This is an optimization exercise on Yosys and OpenROAD, whose aim is small area, a short achievable clock period and few clock cycles, not a production implementation.
The RTL was checked by simulation tests, not by an equivalence proof against the original design.
No activity file was given, so power comes from the tool's default toggle rates.

the previous run:
## secded_sm_core
module secded_sm_core (
    input  wire        clk,
    input  wire        rst,
    input  wire [5:0]  enc_data,
    output wire [10:0] enc_chan,
    input  wire [10:0] dec_chan,
    output wire [5:0]  dec_data,
    output wire [1:0]  dec_outcome,
    input  wire        exec_valid,
    input  wire [5:0]  exec_word,
    output wire        exec_ready,
    output wire [1:0]  run_state,
    output wire        ovf,
    output wire [2:0]  err_cause,
    output wire [1:0]  top_tag,
    output wire [7:0]  top_data,
    output wire        ann_valid,
    output wire [7:0]  ann_data,
    input  wire        ann_ready
);
    secded_codec u_codec (
        .enc_data    (enc_data),
        .enc_chan    (enc_chan),
        .dec_chan    (dec_chan),
        .dec_data    (dec_data),
        .dec_outcome (dec_outcome)
    );
    stack_machine u_sm (
        .clk        (clk),
        .rst        (rst),
        .exec_valid (exec_valid),
        .exec_word  (exec_word),
        .exec_ready (exec_ready),
        .run_state  (run_state),
        .ovf        (ovf),
        .err_cause  (err_cause),
        .top_tag    (top_tag),
        .top_data   (top_data),
        .ann_valid  (ann_valid),
        .ann_data   (ann_data),
        .ann_ready  (ann_ready)
    );
endmodule
For scale: about 330 flip-flops, about 72 I/O pins, about 21000 sq um of cells after synthesis.
make LEC_CHECK=0 CAP_MARGIN=20 CORE_MARGIN=2 CORE_UTILIZATION=60 SETUP_SLACK_MARGIN=4.5 SLEW_MARGIN=20 finish   # period 10.0 ns
run.sh (not shown) runs the stock make flow with config.mk's settings and CLKGATE_MAP_FILE= SYNTH_SCRIPT=/design/flow/synth_recipe.tcl, a recipe that flattens the netlist after the stock synthesis.
Testbench counts of the previous run, summed over its fixed seeds: cycles 21,074.
[inputs] the current run vs the previous run
diff --git a/flow/design.v b/flow/design.v
--- a/flow/design.v
+++ b/flow/design.v
@@ -219,17 +219,18 @@
             default:    dv_k = 3'd0;
         endcase
     end
     wire [7:0] dv_d0 = x << dv_k;
     wire [7:0] ym_r  = {ym[0], ym[1], ym[2], ym[3], ym[4], ym[5], ym[6], ym[7]};
     wire [8:0] shl_ov_v = {ym_r, 1'b0};           
     wire       shl_ovf = shl_ov_v[x[2:0]];
-    wire [8:0] add_t  = {1'b0, y} + {1'b0, x};
-    wire [7:0] as_b   = !ready ? acc : x;
-    wire [8:0] as_t   = {1'b0, y} + {1'b0, ~as_b} + 9'd1;
+    wire       is_dm  = is_op && (opc == OP_DIV || opc == OP_MOD);
+    wire       as_sub = !(ready && is_op && opc == OP_ADD);
+    wire [7:0] as_b   = !ready ? acc : is_dm ? dv_d0 : x;
+    wire [8:0] as_t   = {1'b0, y} + {1'b0, as_b ^ {8{as_sub}}} + {8'd0, as_sub};
     wire       dv_ge  = as_t[8];                   
     wire [7:0] dv_rem = dv_ge ? as_t[7:0] : y;
     wire [7:0] dv_quo = {x[6:0], dv_ge};      
     wire [6:0] d10_in = (cn != 2'd0) ? cd[6:0] : x[6:0];    
     reg  [3:0] d10_t;
     always @(*) begin
         if      (d10_in >= 7'd90) d10_t = 4'd9;
@@ -303,15 +304,15 @@
     end
     reg [7:0] bin_res;
     reg       bin_ovf;
     always @(*) begin
         bin_res = 8'h00;
         bin_ovf = 1'b0;
         case (opc)
-            OP_ADD: begin bin_res = add_t[7:0]; bin_ovf = add_t[8]; end
+            OP_ADD: begin bin_res = as_t[7:0]; bin_ovf = as_t[8]; end
             OP_SUB: begin bin_res = as_t[7:0]; bin_ovf = !as_t[8]; end
             OP_MUL: begin bin_res = prod[7:0];  bin_ovf = |prod[15:8]; end
             OP_SHL: begin
                 bin_res = big_shift ? 8'h00 : shl_t;
                 bin_ovf = big_shift ? ym[0] : shl_ovf;
             end
             OP_SHR: bin_res = big_shift ? 8'h00 : shr_t;
@@ -361,15 +362,16 @@
                             y_nx = xr; y_we = 1'b1;
                         end
                         OP_NOT: begin x_nx = {1'b0, ~x}; x_we = 1'b1; end
                         OP_DIV, OP_MOD: begin
                             if (dv_k == 3'd0) begin
                                 do_pop = 1'b1; x_nx = {1'b0, bin_res}; x_we = 1'b1;
                             end else begin
-                                x_nx = 9'd0; x_we = 1'b1;
+                                x_nx = {8'd0, dv_ge};  x_we = 1'b1;
+                                y_nx = {1'b0, dv_rem}; y_we = 1'b1;
                             end
                         end
                         OP_EXP: begin
                             if (exp_done) begin
                                 do_pop = 1'b1; x_nx = {1'b0, bin_res}; x_we = 1'b1;
                             end else begin
                                 x_nx = {1'b0, exp_r1}; x_we = 1'b1;
@@ -418,17 +420,17 @@
             xr <= x_we ? x_nx : yr;
             yr <= rd;
         end else begin
             if (x_we) xr <= x_nx;
             if (y_we) yr <= y_nx;
         end
         if (mode == M_READY) begin
-            acc    <= is_spk ? x : (opc == OP_EXP) ? {2'b00, exp_e[5:1]} : dv_d0;
+            acc    <= is_spk ? x : (opc == OP_EXP) ? {2'b00, exp_e[5:1]} : {1'b0, dv_d0[7:1]};
             dv_mod <= opc[3];
-            dv_cnt <= dv_k;
+            dv_cnt <= dv_k - 3'd1;
         end else if (mode == M_EXP) begin
             acc <= {1'b0, acc[7:1]};
         end else if (mode == M_DIV) begin
             acc <= {1'b0, acc[7:1]};
             dv_cnt <= dv_cnt - 3'd1;
         end
         if (load_cell)
==> comparison <==
- Status the current run: flow complete, layout not clean - slew limit
- The synthesized netlist net count of the current run is higher than that of the previous run.
- Looking at non-clock buffer count across the previous run and the current run, the one that comes out higher is the current run.
- The previous run and the current run ended up with roughly the same xor/xnor share of the synthesized area.
- Total power went up by more than half going from the previous run to the current run.
- Against the previous run as the reference, the current run delivers a higher number of global-route vias before repair.
- [compare] base=the previous run new=the current run: utilization after layout grew by 5.5 points, power in combinational cells picked up an extra about 90%, final critical-path share of the clock period has increased.
- Re combined buffer and inverter count along the critical path: the current run is 2 up on the previous run.
- The current run — maximum single-stage delay on the critical path 0.42 ns higher, the previous run as reference
- The previous run -> the current run: cell area after technology mapping increased slightly
- [the current run] total net switching power rose 68% relative to the previous run
- The run with more setup slack is the previous run; the current run has less.
- Layout overhead on the synthesized area sits higher in the current run than in the previous run.
Testbench counts of the current run, summed over its fixed seeds: cycles 20,907.

## separate check: timing with driven ports
The results above use ideal ports. As a check the final layouts listed here were re-extracted and re-timed, cells and wires unchanged.
Step 1 (the two cells are an assumption about what drives the block):
set clk [get_ports {clk}]
set_driving_cell -lib_cell sky130_fd_sc_hd__clkbuf_16 $clk
set_driving_cell -lib_cell sky130_fd_sc_hd__buf_2 [delete_from_list [all_inputs] $clk]
Step 2, shift: input delay + t, output delay - t, t = (earliest + latest rising clock arrival at the registers) / 2. This alone moves slack from input paths to output paths.
Slacks: no drivers / after step 1 / after step 2; pairs: no drivers / after step 1.
run | t, ns | setup WS [ns] | pins driven straight from the clock port
the previous run | 0.596 | 4.228 / 4.185 / 4.153 | 1
the current run | 0.591 | 4.131 / 4.131 / 3.910 | 1
The setup slack of the current run, which loses most, moves by 0.000 ns with the drivers and by -0.221 ns with both steps.
